This design comes from an exercise in tuning for small area, a short achievable clock period and few clock cycles per item on the open sky130 flow, not from production work. Where RTL was checked, it was by simulation tests only, not by an equivalence proof against the original. Power is estimated from default activity; no workload was simulated.

## rev 12
// bcta
module bcta (
    input  wire        clk,
    input  wire        rst,
    input  wire        cmd_valid,
    output wire        cmd_ready,
    input  wire [63:0] cmd,
    output wire        rsp_valid,
    input  wire        rsp_ready,
    output wire [39:0] rsp
);
Size: ~2600 cells after synthesis, about 110 I/O pins, ~34000 sq um of cells after synthesis.
==> flow/config.mk <==
export PLATFORM = sky130hd
export DESIGN_NAME = bcta
export DESIGN_NICKNAME = bcta
export VERILOG_FILES = /design/flow/design.v
export SDC_FILE = /design/flow/constraint.sdc
export NUM_CORES = 4
export LEC_CHECK = 0
export CAP_MARGIN = 20
export CORE_MARGIN = 2
export CORE_UTILIZATION = 50
export CTS_BUF_LIST = sky130_fd_sc_hd__clkbuf_8
export CTS_CLUSTER_DIAMETER = 45
export CTS_CLUSTER_SIZE = 16
export SLEW_MARGIN = 20
export SYNTH_HIERARCHICAL = 1
==> flow/constraint.sdc <==
create_clock -name core_clock -period 10.0 [get_ports {clk}]
set_input_delay 2.0000 -clock core_clock [delete_from_list [all_inputs] [get_ports {clk}]]
set_output_delay 2.0000 -clock core_clock [all_outputs]
set_load 0.01 [all_outputs]
standard.sh (not shown) runs the stock make flow with config.mk's settings and CLKGATE_MAP_FILE= SYNTH_SCRIPT=/design/flow/synth_recipe.tcl, a recipe that flattens the netlist after the stock synthesis.
==> flow/flow/run.sh <==
#!/bin/bash
set -euo pipefail
bash standard.sh SETUP_SLACK_MARGIN=5.8 finish > standard.log 2>&1
Rev 12 | stages: all done | timing, DRC, antenna: all pass
Testbench counts of rev 12, summed over its fixed seeds: cycles 15,421, items 15,405.
[inputs] rev 13 vs rev 12
Settings: setting TNS_END_PERCENT to 30 for the first time; changing CORE_UTILIZATION from 50 to 65.
==> flow/flow/run.sh <==
#!/bin/bash
set -euo pipefail
bash standard.sh SETUP_SLACK_MARGIN=6.0 'BUFFER_PORTS_ARGS=-buffer_cell sky130_fd_sc_hd__buf_2' finish > standard.log 2>&1
==> comparison <==
- Part of the power in combinational logic (lower): rev 12
- Rev 13 against rev 12: die area lost 23%; part of the cycle the worst path needs went down; proportion of total power due to net switching saw a decrease; required time of the critical path went down by 30 ps; largest net degree at the start of global routing up 4.6%.
- Rev 13 vs rev 12 — met2 capacity usage during global routing rose 12 points.
- [compare] base=rev 12 new=rev 13: register-to-register slack went up, site row count shows a reduction of 12.


Another version of the RTL of bcta (not shown whole).
Size: about 2600 cells after synthesis, ~700 flip-flops, about 110 I/O pins, about 34000 um2 of cells after synthesis.
export LEC_CHECK = 0
export CAP_MARGIN = 20
export CORE_MARGIN = 2
export CORE_UTILIZATION = 50
export CTS_BUF_LIST = sky130_fd_sc_hd__clkbuf_8
export CTS_CLUSTER_DIAMETER = 45
export CTS_CLUSTER_SIZE = 16
export SETUP_SLACK_MARGIN = 5
export SLEW_MARGIN = 20
export SYNTH_HIERARCHICAL = 1
create_clock -name core_clock -period 10.0 [get_ports {clk}]
run.sh (not shown) runs the stock make flow with config.mk's settings and CLKGATE_MAP_FILE= SYNTH_SCRIPT=/design/flow/synth_recipe.tcl, a recipe that flattens the netlist after the stock synthesis.
Stock flow here: none of the scripts above is used.
The first run finished clean.
Testbench counts at the start, summed over its fixed seeds: cycles 15,421, items 15,405.
Rerun with:
Settings changed: ABC_CLOCK_PERIOD_IN_PS from default to 4000, CTS_BUF_LIST sky130_fd_sc_hd__clkbuf_8 to sky130_fd_sc_hd__clkbuf_4, CTS_CLUSTER_DIAMETER 45 to default, CTS_CLUSTER_SIZE 16 to default.
Outcome: Cell count goes up by a few percent. Global-route usage goes up by 0.58 points. Cell area goes up slightly. Via count goes up by a few percent. Power goes up by a few percent. Worst hold slack gains 0.0038 ns. Non-clock buffer count stays the same. Wire length goes up slightly. Die area stays the same.
Rerun with:
Settings changed: CTS_BUF_LIST sky130_fd_sc_hd__clkbuf_4 to default.
Result:
- The changed run passed the timing, design-rule and antenna checks
- sequential power stays flat
- setup slack got worse by 0.015 ns
- cell area goes up by 0.62%
- maximum frequency came out lower by 0.31%
- clock power climbs by 16%
Rerun with:
Settings changed: CTS_BUF_LIST from default to sky130_fd_sc_hd__clkbuf_8.
What happened: The new run produced a clean layout; wire length rose slightly; total power fell by a few percent; cell count rose slightly.


Setup of AL:
Another version of the RTL of bcta (not shown whole).
Size in the first run: ~2,700 cells after synthesis, roughly 110 I/O pins, ~33,000 um^2 of cells after synthesis.
## bcta
module bcta (
    input  wire        clk,
    input  wire        rst,
    input  wire        cmd_valid,
    output wire        cmd_ready,
    input  wire [63:0] cmd,
    output wire        rsp_valid,
    input  wire        rsp_ready,
    output wire [39:0] rsp
);
    wire [9:0] cls; wire t_i, bad_i; wire [2:0] badst_i; wire [4:0] nm1_i; wire [31:0] pay_i;
    bcta_dec u_dec(.cmd(cmd), .cls(cls), .t(t_i), .bad(bad_i), .badst(badst_i), .nm1(nm1_i), .pay(pay_i));
    reg        v0;
    reg        r_rd, r_wr, r_sk, r_pos, r_len, r_clr, r_dat, r_lcl, r_lad, r_lgt;
    reg        r_t, r_bad;
    reg [2:0]  r_badst;
    reg [4:0]  r_nm1;
    reg [31:0] r_pay;
    reg [255:0] bank_e, bank_o;
    reg [6:0]   len;
    reg [9:0]   cursor;
    reg [6:0]   acc;
    reg [7:0]   oh_e, oh_o;
    reg         v1, v2;
    reg [34:0]  rsp_q, skid_q;
    wire exec = v0 & ~v2;
    assign cmd_ready = ~v0 | ~v2;
    assign rsp_valid = v1;
    assign rsp       = {5'd0, rsp_q};
    wire [5:0]  n   = {1'b0, r_nm1} + 6'd1;
    wire [4:0]  kl  = cursor[4:0];
    wire [3:0]  q0  = cursor[8:5];
    wire [10:0] e   = {1'b0, cursor} + {5'd0, n};
    wire [9:0]  l8  = {len, 3'b000};
    wire        beyond = e > {1'b0, l8};
    wire        ovf    = e > 11'd512;
    wire [6:0]  wr_len = beyond ? e[9:3] + (e[2:0] != 3'd0) : len;
    wire [5:0]  a   = {1'b0, kl} + n;
    wire [4:0]  s   = a[4:0];
    wire [31:0] we, wo, xo, xin, new_e, new_o;
    wire clr_all;
  ...
make LEC_CHECK=0 CAP_MARGIN=20 CORE_MARGIN=2 CORE_UTILIZATION=50 SLEW_MARGIN=20 finish   # period 10.0 ns
Per the final summary, AL finished and its layout is clean on timing, DRC and antenna.
The inputs of PW differ from those of AL as listed below.
- putting ABC_CLOCK_PERIOD_IN_PS at 4000 where nothing was set
- putting SETUP_SLACK_MARGIN at 5 where nothing was set
==> comparison <==
Against AL as the reference, PW delivers a higher slack of the worst reg-to-reg path.
Worst max-slew margin expressed relative to the limit came out higher on PW than on AL.
In the metrics for AL and PW, the one carrying the lower iteration-0 DRC count of the detailed router is AL.
Combinational cell fraction of total power: PW > AL
On post-route clock period utilization: between AL and PW, it ends up lower for PW.
Critical path depth in PW vs AL: down 3
Delta(post-route non-filler standard cell count, PW - AL) > 0
Lower fraction of met2 tracks used by global routing was reported by AL, not PW.
Compared with AL, PW shows a final period demand of the worst path that is 1.43 ns lower.
No functional check of the RTL was part of any run of this note.

==> separate check: timing with driven ports <==
The flow's constraints put no driver on any port. The routed layouts listed below were extracted and timed again, unchanged, in two steps.
Step 1, drivers: a clkbuf_16 drives clk and a buf_2 each remaining input, both assumed.
Step 2 adds t to the input delays and takes it off the output delays; t is the mean of the earliest and latest rising clock arrival at the registers after step 1. Input paths then give back, and output paths get back, about the clock's delay inside the block.
Three values: ideal ports, drivers, drivers and shift; two values: the first two.
run	t, ns	setup WS [ns]	worst slew at a driven data input, ns	pins driven straight from the clock port
rev 12	0.744	5.751 / 5.751 / 5.142	0.04	1
rev 13	0.744	5.862 / 5.862 / 5.429	0.05	1
the first run of note 2	0.733	5.074 / 5.074 / 5.074	0.04	1
the second run of note 2	1.060	5.081 / 5.081 / 5.081	0.04	1
the third run of note 2	0.672	5.066 / 5.066 / 5.066	0.04	1
the fourth run of note 2	0.784	5.071 / 5.071 / 5.071	0.04	1
AL	0.683	3.563 / 3.563 / 3.563	0.04	1
PW	0.675	4.988 / 4.988 / 4.539	0.04	1
After both steps every run listed still meets setup and hold. For rev 12, which loses most, drivers alone change the setup slack by 0.000 ns; drivers and shift together by -0.609 ns.
